From an optimization exercise on the open Yosys and OpenROAD flow, aimed at small area, a short achievable clock period and few clock cycles per item; shortcuts taken in it are not production practice. No functional check of the RTL was part of this run. Power figures rest on the tool's default switching activity, not on a simulated workload.

[design/flow/config.mk]
export PLATFORM = sky130hd
export DESIGN_NAME = ghost_mask
export DESIGN_NICKNAME = ghost_mask
export VERILOG_FILES = /design/flow/design.v
export SDC_FILE = /design/flow/constraint.sdc
export NUM_CORES = 4
export LEC_CHECK = 0
export CAP_MARGIN = 20
export CORE_MARGIN = 2
export CORE_UTILIZATION = 40
export SLEW_MARGIN = 20
[design/flow/constraint.sdc]
create_clock -name core_clock -period 30.0 [get_ports {clk}]
set_input_delay 6.0000 -clock core_clock [delete_from_list [all_inputs] [get_ports {clk}]]
set_output_delay 6.0000 -clock core_clock [all_outputs]
set_load 0.01 [all_outputs]
[design/flow/design.v]
module ghost_mask (
    input  wire       clk,
    input  wire       rst,         
    input  wire       in_valid,
    output wire       in_ready,
    input  wire [7:0] in_cyc,
    input  wire       in_last,     
    input  wire [1:0] in_wsel,     
    input  wire [4:0] in_cols,     
    input  wire [7:0] in_tol,      
    output wire       out_valid,
    input  wire       out_ready,
    output wire       out_mask,
    output wire       out_last     
);
    localparam [1:0] M_IDLE = 2'd0, M_RUN = 2'd1, M_TAIL = 2'd2, M_FLUSH = 2'd3;
    localparam integer QD = 9;     
    function gt8;
        input [7:0] a, b;
        reg [7:0] g0, e0;
        reg [3:0] g1, e1;
        reg [1:0] g2, e2;
        integer n;
        begin
            g0 = a & ~b;
            e0 = ~(a ^ b);
            for (n = 0; n < 4; n = n + 1) begin
                g1[n] = g0[2*n+1] | (e0[2*n+1] & g0[2*n]);
                e1[n] = e0[2*n+1] & e0[2*n];
            end
            for (n = 0; n < 2; n = n + 1) begin
                g2[n] = g1[2*n+1] | (e1[2*n+1] & g1[2*n]);
                e2[n] = e1[2*n+1] & e1[2*n];
            end
            gt8 = g2[1] | (e2[1] & g2[0]);
        end
    endfunction
    function [7:0] max8;
        input [7:0] a, b;
        max8 = gt8(a, b) ? a : b;
    endfunction
    function [7:0] min8;
        input [7:0] a, b;
        min8 = gt8(a, b) ? b : a;
    endfunction
    reg       a0;
    reg [7:0] p_pix;
    reg       p_last;
    reg [1:0] p_wsel;
    reg [4:0] p_cols;
    reg [7:0] p_tol;
    reg       in_ready_r;
    reg rst_r;
    wire acc_in = in_valid && in_ready_r && !rst;
    always @(posedge clk) begin
        p_pix  <= in_cyc;
        p_last <= in_last;
        p_wsel <= in_wsel;
        p_cols <= in_cols;
        p_tol  <= in_tol;
        a0     <= acc_in;
        rst_r  <= rst;
    end
    reg [1:0] mode;
    reg [1:0] h_r;
    reg [4:0] wm1_r;
    reg [7:0] tol_r;
    reg [4:0] ncol;        
    reg [4:0] dph;         
    reg [2:0] rs;          
    reg [2:0] wb;          
    reg [1:0] vp;          
    reg [1:0] fl;          
    reg       credit_ok;
    reg       ir_v, ir_real, ir_rs, ir_em, ir_last, ir_fst;
    reg [7:0] ir_pix;
    reg [5:0] ir_vm, ir_wm;
    reg       vv, vrs, vem, vlast, vfst, xv;
    reg [5:0] vm;
    reg [7:0] xold;
    wire first = (mode == M_IDLE);
    wire w1    = (wm1_r == 5'd0);
    wire al1   = w1 || (dph == 5'd1);           
    wire vtick = (mode == M_TAIL) && al1 && credit_ok;
    wire tick  = a0 || vtick;
    wire [1:0] h_e   = first ? p_wsel : h_r;
    wire [4:0] wm1_e = first ? p_cols : wm1_r;
    wire [4:0] col   = first ? 5'd0 : ncol;
    wire [2:0] rs_e  = first ? 3'd0 : rs;
    wire [2:0] wb_e  = first ? 3'd0 : wb;
    wire [1:0] vp_e  = first ? 2'd0 : vp;
    wire       rowend = (col == wm1_e);
    reg  [5:0] vmask;
    reg  [5:0] wmask;
    integer b, kk;
    always @(*) begin
        for (b = 0; b < 6; b = b + 1) begin
            kk = wb_e - b;
            if (kk <= 0) kk = kk + 6;
            vmask[b] = (kk <= 2 * h_e) && (kk <= rs_e) && (kk >= vp_e);
            wmask[b] = a0 && (wb_e == b);
        end
    end
    wire emit_e = (rs_e >= {1'b0, h_e});
    wire last_e = vtick ? (vp == h_r && rowend) : (p_last && h_e == 2'd0);
    reg [1:0] mode_n;
    always @(*) begin
        mode_n = mode;
        if (a0) begin
            if (p_last) mode_n = (h_e == 2'd0) ? M_FLUSH : M_TAIL;
            else        mode_n = M_RUN;
        end else if (vtick) begin
            if (last_e) mode_n = M_FLUSH;
        end else if (mode == M_FLUSH && !ir_v && !vv && fl == 2'd0) begin
            mode_n = M_IDLE;
        end
    end
    wire [4:0] dph_n = (a0 && first) ? ((p_cols == 5'd0) ? 5'd0 : 5'd1) :
                       tick ? dph :
                       (dph == 5'd0) ? wm1_r : dph - 5'd1;
    wire [4:0] wm1_n = first ? p_cols : wm1_r;
    wire       wn1   = (wm1_n == 5'd0);
    wire       e1    = wn1 || (dph_n == 5'd1);
    wire       e2    = wn1 || (wm1_n == 5'd1 ? (dph_n == 5'd0) : (dph_n == 5'd2));
    wire rdy_idle = credit_ok && (mode_n == M_IDLE);
    wire rdy_run1 = credit_ok && (mode_n == M_RUN) && e1;
    wire rdy_run0 = credit_ok && (mode_n == M_RUN) && e2;
    wire rdy_n = acc_in ? (!in_last && (rdy_idle || rdy_run1)) : (rdy_idle || rdy_run0);
    wire bubble = (mode == M_FLUSH) && !ir_v && !vv && (fl != 2'd0) && credit_ok;
    always @(posedge clk) begin
        ir_pix  <= p_pix;
        ir_rs   <= (col == 5'd0);
        ir_vm   <= vmask;
        ir_em   <= emit_e;
        ir_last <= last_e;
        ir_fst  <= first;
        dph     <= dph_n;
        if (rst)
            in_ready_r <= 1'b0;
        else if (rst_r)
            in_ready_r <= 1'b1;
        else
            in_ready_r <= rdy_n;
        if (rst_r) begin
            mode       <= M_IDLE;
            ncol       <= 5'd0;
            rs         <= 3'd0;
            wb         <= 3'd0;
            vp         <= 2'd0;
            fl         <= 2'd0;
            ir_v       <= 1'b0;
            ir_real    <= 1'b0;
            ir_wm      <= 6'd0;
        end else begin
            mode       <= mode_n;
            ir_v       <= tick;
            ir_real    <= a0;
            ir_wm      <= wmask;
            if (tick) begin
                if (first) begin
                    h_r   <= p_wsel;
                    wm1_r <= p_cols;
                    tol_r <= p_tol;
                end
                ncol <= rowend ? 5'd0 : col + 5'd1;
                if (rowend) begin
                    rs <= (rs_e == 3'd6) ? 3'd6 : rs_e + 3'd1;
                    wb <= (wb_e == 3'd5) ? 3'd0 : wb_e + 3'd1;
                    if (a0 && p_last) vp <= 2'd1;
                    else if (vtick)   vp <= vp + 2'd1;
                end
                if (last_e) fl <= h_e;
            end
            if (bubble) fl <= fl - 2'd1;
            if (mode_n == M_IDLE) begin
                ncol <= 5'd0;
                rs   <= 3'd0;
                wb   <= 3'd0;
                vp   <= 2'd0;
            end
        end
    end
    reg  [47:0]      s0;
    reg  [47:0]      g1;
    reg  [2*48-1:0]  g2;
    reg  [4*48-1:0]  g4;
    reg  [8*48-1:0]  g8;
    reg  [16*48-1:0] g16;
    wire [47:0] y1 = wm1_r[0] ? g1 : s0;
    wire [47:0] y2 = wm1_r[1] ? g2[2*48-1 -: 48] : y1;
    wire [47:0] y3 = wm1_r[2] ? g4[4*48-1 -: 48] : y2;
    wire [47:0] y4 = wm1_r[3] ? g8[8*48-1 -: 48] : y3;
    wire [47:0] fb = wm1_r[4] ? g16[16*48-1 -: 48] : y4;
    reg [47:0] s0_d;
    reg [7:0]  old_d;
    integer q;
    always @(*) begin
        old_d = 8'd0;
        for (q = 0; q < 6; q = q + 1) begin
            s0_d[8*q +: 8] = ir_wm[q] ? ir_pix : fb[8*q +: 8];
            old_d = old_d | (fb[8*q +: 8] & {8{ir_wm[q]}});
        end
    end
    always @(posedge clk) begin
        s0  <= s0_d;
        g1  <= s0;
        g2  <= {g2[47:0], y1};
        g4  <= {g4[3*48-1:0], y2};
        g8  <= {g8[7*48-1:0], y3};
        g16 <= {g16[15*48-1:0], y4};
    end
    integer u;
    always @(posedge clk) begin
        xold  <= old_d;
        xv    <= |(ir_wm & ir_vm);
        for (u = 0; u < 6; u = u + 1)
            vm[u] <= ir_wm[u] ? 1'b1 : ir_vm[u];
        vrs   <= ir_rs;
        vem   <= ir_em;
        vlast <= ir_last;
        vfst  <= ir_fst;
        if (rst_r) vv <= 1'b0;
        else       vv <= ir_v;
    end
    reg [7:0] cx [0:6];
    reg [7:0] cn [0:6];
    integer e;
    always @(*) begin
        for (e = 0; e < 6; e = e + 1) begin
            cx[e] = s0[8*e +: 8] & {8{vm[e]}};
            cn[e] = s0[8*e +: 8] | {8{!vm[e]}};
        end
        cx[6] = xold & {8{xv}};
        cn[6] = xold | {8{!xv}};
    end
    wire [7:0] vmax = max8(max8(max8(cx[0], cx[1]), max8(cx[2], cx[3])),
                           max8(max8(cx[4], cx[5]), cx[6]));
    wire [7:0] vmin = min8(min8(min8(cn[0], cn[1]), min8(cn[2], cn[3])),
                           min8(min8(cn[4], cn[5]), cn[6]));
    reg [7:0] hmax [0:6];
    reg [7:0] hmin [0:6];
    reg [5:0] hrs;
    reg [3:0] hem;
    reg [3:0] hlast;
    reg       hshift;
    wire      shift = vv || bubble;
    wire [5:0] hrs_n = shift ? {hrs[4:0], !vv || vrs} : hrs;
    integer j;
    always @(posedge clk) begin
        if (shift) begin
            hmax[0] <= vmax;
            hmin[0] <= vmin;
            for (j = 1; j < 7; j = j + 1) begin
                hmax[j] <= hmax[j - 1];
                hmin[j] <= hmin[j - 1];
            end
            hlast <= {hlast[2:0], vv && vlast};
        end
        hrs <= hrs_n;
        if (rst_r) begin
            hem    <= 4'd0;
            hshift <= 1'b0;
        end else begin
            hshift <= shift;
            if (shift)
                hem <= {hem[2:0] & {3{!(vv && vfst)}}, vv && vem};
        end
    end
    reg [6:0] hv_n, hv;
    always @(*) begin
        hv_n = 7'd0;
        case (h_r)
            2'd0: hv_n[0] = 1'b1;
            2'd1: begin
                hv_n[1] = 1'b1;
                hv_n[0] = !hrs_n[0];
                hv_n[2] = !hrs_n[1];
            end
            2'd2: begin
                hv_n[2] = 1'b1;
                hv_n[1] = !hrs_n[1];
                hv_n[0] = !(hrs_n[0] || hrs_n[1]);
                hv_n[3] = !hrs_n[2];
                hv_n[4] = !(hrs_n[2] || hrs_n[3]);
            end
            default: begin
                hv_n[3] = 1'b1;
                hv_n[2] = !hrs_n[2];
                hv_n[1] = !(hrs_n[1] || hrs_n[2]);
                hv_n[0] = !(hrs_n[0] || hrs_n[1] || hrs_n[2]);
                hv_n[4] = !hrs_n[3];
                hv_n[5] = !(hrs_n[3] || hrs_n[4]);
                hv_n[6] = !(hrs_n[3] || hrs_n[4] || hrs_n[5]);
            end
        endcase
    end
    reg [1:0] hh;       
    always @(posedge clk) begin
        hv <= hv_n;
        hh <= h_r;
    end
    reg [7:0] dx [0:6];
    reg [7:0] dn [0:6];
    integer m;
    always @(*) begin
        for (m = 0; m < 7; m = m + 1) begin
            dx[m] = hmax[m] & {8{hv[m]}};
            dn[m] = hmin[m] | {8{!hv[m]}};
        end
    end
    wire [7:0] wmax = max8(max8(max8(dx[0], dx[1]), max8(dx[2], dx[3])),
                           max8(max8(dx[4], dx[5]), dx[6]));
    wire [7:0] wmin = min8(min8(min8(dn[0], dn[1]), min8(dn[2], dn[3])),
                           min8(min8(dn[4], dn[5]), dn[6]));
    reg c_emit, c_last;
    always @(*) begin
        case (hh)
            2'd0:    begin c_emit = hem[0]; c_last = hlast[0]; end
            2'd1:    begin c_emit = hem[1]; c_last = hlast[1]; end
            2'd2:    begin c_emit = hem[2]; c_last = hlast[2]; end
            default: begin c_emit = hem[3]; c_last = hlast[3]; end
        endcase
    end
    reg [7:0] pmax, pmin, tolp, tolq;
    reg       pv, pl;
    always @(posedge clk) begin
        pmax <= wmax;
        pmin <= wmin;
        pl   <= c_last;
        tolq <= tol_r;
        tolp <= tolq;
        if (rst_r) pv <= 1'b0;
        else       pv <= hshift && c_emit;
    end
    wire res = ({1'b0, pmax} - {1'b0, pmin}) > {1'b0, tolp};
    reg [QD-1:0] qv, qm, ql;
    wire deq = qv[0] && out_ready;
    integer i;
    reg cv, pvv;
    always @(posedge clk) begin
        if (rst_r) begin
            qv <= {QD{1'b0}};
            credit_ok <= 1'b1;
        end else begin
            for (i = 0; i < QD; i = i + 1) begin
                cv  = deq ? ((i < QD - 1) ? qv[i + 1] : 1'b0) : qv[i];
                pvv = (i == 0) ? 1'b1 : (deq ? qv[i] : qv[i - 1]);
                if (pv && !cv && pvv) begin
                    qv[i] <= 1'b1;
                    qm[i] <= res;
                    ql[i] <= pl;
                end else begin
                    qv[i] <= cv;
                    if (deq && i < QD - 1) begin
                        qm[i] <= qm[i + 1];
                        ql[i] <= ql[i + 1];
                    end
                end
            end
            if (rst) qv[0] <= 1'b0;
            credit_ok <= !qv[1];
        end
    end
    assign in_ready  = in_ready_r;
    assign out_valid = qv[0];
    assign out_mask  = qm[0];
    assign out_last  = ql[0];
endmodule
[design/flow/run.sh]
#!/bin/bash
# synth_recipe.tcl (not shown) runs the flow's synth.tcl, then flattens the netlist and writes it again
# the make line also repeats each setting of config.mk as NAME=value (left out here)
make -C /OpenROAD-flow-scripts/flow DESIGN_CONFIG=/design/flow/config.mk WORK_HOME=/design/flow/orfs CLKGATE_MAP_FILE= SYNTH_SCRIPT=/design/flow/synth_recipe.tcl finish
==> metrics.md <==
| Metric | Value |
|---|---|
| PwrDens | `between 80 and 90 nW/um^2` |
| MaxCap Viol Count | `0` |
| Adder-Cell Fraction of Synth Area | `under 10%` |
| Synthesized Nets | `between 4000 and 5000` |
| CP delay by family, top | `buffers and inverters` |
| Critical path endpoint category | `output port` |
| DRC Markers | `0` |
| Clk Latency, worst-skew pair | `about 800 ps` |
| Clock sink total | `1843` |
| Share of the synthesized area in the top cell type | `63.30%` |
| Worst Setup Start Kind | `flop` |
| Syn_area_per_cell | `13.61 sq um` |
| Seq/Total Area, Yosys | `a little under three quarters` |
| Worst-margin pin slew | `1032 ps` |
| Peak VDD IR | `between 0.07 and 0.08 mV` |
| DP Area | `55860 sq um` |
| CP max stage delay | `just under 600 ps` |
| IO Pins | `32` |
| Tcrit/Tclk final | `between 20 and 30%` |
| Core area | `133100 sq um` |
| Outcome | `timing/DRC/antenna clean` |
| DR WL/cell | `about 15 um` |
| Post-Syn Area | `between 50000 and 60000 sq um` |
| Combinational share of power | `5.6%` |
| Clk network pwr share | `a little over two fifths` |
| Switching Fraction | `between 20% and 30%` |
| Combinational family with the most area after synthesis | `multiplexers` |
| Crit-path max FO | `8` |
| Clock Root Buffer | `clkbuf_16` |
| GRT overflow | `0` |
| Dpl cells | `roughly 5700` |
| Post-synthesis simple-gate area fraction | `5.796%` |
| Count of buffers from port buffering | `31` |
| RSZ-0062 raised after global routing | `false` |
| Post-route cell area | `about 62000 sq um` |
| Die area | `roughly 140000 sq um` |
| CTS resizes | `0` |
| Post-route ant nets | `0` |
| Die W | `370.0 um` |
| Minimum clock period | `between 7000 and 8000 ps` |
| Dpl ws | `21850 ps` |
| Multi-input logic area | `~14000 sq um` |
| H-tree levels | `4` |
| Initial Utilization | `between 40% and 50%` |
| Crit path DAT | `roughly 1800 ps` |
| Yosys reg bits | `between 1500 and 2000` |
| Register Area | `between 30000 and 40000 sq um` |
| Setup violations, final | `0` |
| Worst clock skew | `about 66 ps` |
| CTS Buffer Depth | `3` |
| DP Wirelength | `~60000 um` |
| Postcts setup bufs | `0` |
| Top post-synthesis cells by area | `dfxtp_1 (63%), edfxtp_1 (8.4%), mux2_2 (7.1%)` |
| Setup WS post-layout | `around 22000 ps` |
| Top_reg_cell synth | `dfxtp_1` |
| Register share of total power | `between 50% and 60%` |
| Min-Delay Path Class | `flop to flop` |
| Kind of critical path | `flop to output port` |
| Global-route wire length before repair | `between 100000 and 150000 um` |
| Buf/Inv on CP | `1` |
| Yosys top cell by area | `dfxtp_1` |
| Final Non-Filler Cells | `between 5000 and 6000` |
| Post-synth ARST share | `0%` |
| Vias | `27205` |
| Total Routed Length | `92370 um` |
| Inserted Clock Buffers | `approximately 170` |
| Syn. warnings | `9` |
| Post-CTS Hold Buffers | `0` |
| Total Routing Usage GR | `between 10% and 20%` |
| Slew HR | `a little under a third` |
| Fmax | `0.1287 GHz` |
| Layout fillers | `approximately 12000` |
| Max Slew Vio Count | `0` |
| Largest net degree at the start of global routing | `85` |
| Pleak | `25.60 nW` |
| Routability cong. | `0.8466` |
| Initial DRC Count | `approximately 1400` |
| Count leader, synth | `dfxtp_1` |
| WP data required | `24000 ps` |
| Area Overhead vs Synth | `15.50%` |
| CTS tree | `built` |
| Slowest CP cell | `clkdlybuf4s50_1` |
| Hold_ws | `a little under 300 ps` |
| Synthesized instance count | `between 3000 and 4000` |
| Post-synthesis mux area share | `around 9.1%` |
| DR pass1 iterations | `5` |
| Cell Int Power | `3.928 mW` |
| Post-synth EDFFs | `roughly 150` |
| Library cells used by synthesis | `between 70 and 80` |
| Xor/xnor share of the synthesized area | `less than 1%` |
| Vias in the first global route | `~27000` |
| Vias per Instance | `between 4 and 5` |
| # nets final | `roughly 4300` |
| Compound-cell area share of the yosys netlist | `5.502%` |
| Overall power | `around 5.0 mW` |
| Sum Neg Setup Slack | `0 ps` |
| Core Util, Final | `a little under half` |
| Row cnt | `approximately 130` |
| Cell Chain, Critical Path | `clkdlybuf4s50_1` |
| Top post-synthesis cells by count | `dfxtp_1 (1694), mux2_2 (338), ha_1 (230)` |
| Initial antenna violation count | `1` |
| Reg clk slew, reported paths | `around 60 ps` |
| Share of cells above drive strength 1 | `between 10% and 20%` |
| Die height | `~370 um` |
| Psw | `1.113 mW` |
| Number of hold violations in the final report | `0` |
## flip-flops by register name, indices dropped and copies added (netlist names), 48 cells and up
name,cells
g8,384
g2,96
hmin,56
g4,192
s0,48
hmax,56
g16,768
g1,48
## worst paths after layout
path              depth (start not counted)    from  slack (ps)         end
setup reg to reg                         26   vm[2]       23080  hmax[0][1]
hold / removal                            0  g2[37]         300      g2[85]
hold reg to reg                           0  g2[37]         300      g2[85]
setup / recovery                          1   qv[0]       22230   out_valid
## area by class of cell
type,instances,area share (%)
antenna,2,0.008088
sequential,1843,62.03
multi-input combinational,1780,22.65
timing repair buffer,51,0.7501
clock buffer,245,8.035
tap,1768,3.575
inverter,210,1.276
clock inverter,74,1.672
## power by group through the flow
stage / clock network (mW) / logic, mW / registers (mW)
after floorplan: 0 / 0.223 / 2.59
after global placement: 0 / 0.278 / 2.61
after detailed placement: 0 / 0.283 / 2.61
after CTS: 2.27 / 0.285 / 2.55
after global routing: 2.37 / 0.321 / 2.56
final: 2.21 / 0.280 / 2.55
## layer usage
layer	track usage [%]	wire length, um
met1	19.03	46480
met2	21.10	40350
met3	2.629	3182
met4	5.136	2352
met5	0	0
## cell usage in the layout, fill, tap and decap left out, types with 7 or more instances in the layout
cell type / netlist / final
a211o_1: 7 / 7
or2_2: 14 / 13
nor2_1: 86 / 86
buf_4: 0 / 19
edfxtp_1: 149 / 149
clkbuf_8: 0 / 33
and2_1: 24 / 24
mux2_2: 338 / 338
nor2b_1: 108 / 108
nor3b_1: 17 / 17
clkinv_4: 0 / 7
o22ai_1: 11 / 11
a31o_2: 8 / 8
clkinv_16: 0 / 10
o21a_1: 21 / 21
a211oi_1: 23 / 23
bufinv_16: 0 / 12
clkinv_2: 0 / 29
a21oi_1: 138 / 138
inv_1: 207 / 206
nor3_1: 18 / 18
clkbuf_1: 92 / 37
nand3_1: 51 / 51
xnor2_1: 13 / 13
and3_1: 7 / 7
nand2b_1: 38 / 38
o21ai_0: 111 / 111
dfxtp_1: 1694 / 1693
a22oi_1: 28 / 28
o41ai_1: 7 / 7
clkbuf_16: 0 / 175
o21ai_1: 8 / 8
a31oi_1: 21 / 20
mux2i_1: 103 / 103
nand2_1: 214 / 214
a21o_1: 33 / 33
ha_1: 230 / 230
nand4_1: 21 / 21
clkdlybuf4s50_1: 0 / 31
## cell families (layout without fill, tap and decap cells)
family	after synthesis	in the layout
DFF	1843	1843
and+or+nand+nor	621	621
AOI/OAI and AO/OA	467	467
muxes	444	444
buffers and inverters	313	580
adders and majority gates	232	232
xor gates and xnor gates	16	16
other	0	2

-- static timing again, ports no longer ideal --
The flow's constraints put no driver on any port. The routed layout listed below was extracted and timed again, unchanged, in two steps. Step 1: set_driving_cell puts a clkbuf_16 on clk and a buf_2 on each other input, an assumption about the parent block. Step 2, shift: input delay + t, output delay - t, t = (earliest + latest rising clock arrival at the registers) / 2. This alone moves slack from input paths to output paths. a / b / c = no drivers / after step 1 / after step 2; a / b = the first two.
shift t [ns]: 0.841
setup WS [ns]: 22.231 / 22.158 / 21.809
clock arrival spread, ns: 0.067 / 0.068
worst data-port slew with drivers (ns): 0.03
After both steps setup and hold are still met in this run. For this run, drivers alone change the setup slack by -0.073 ns; drivers and shift together by -0.422 ns.
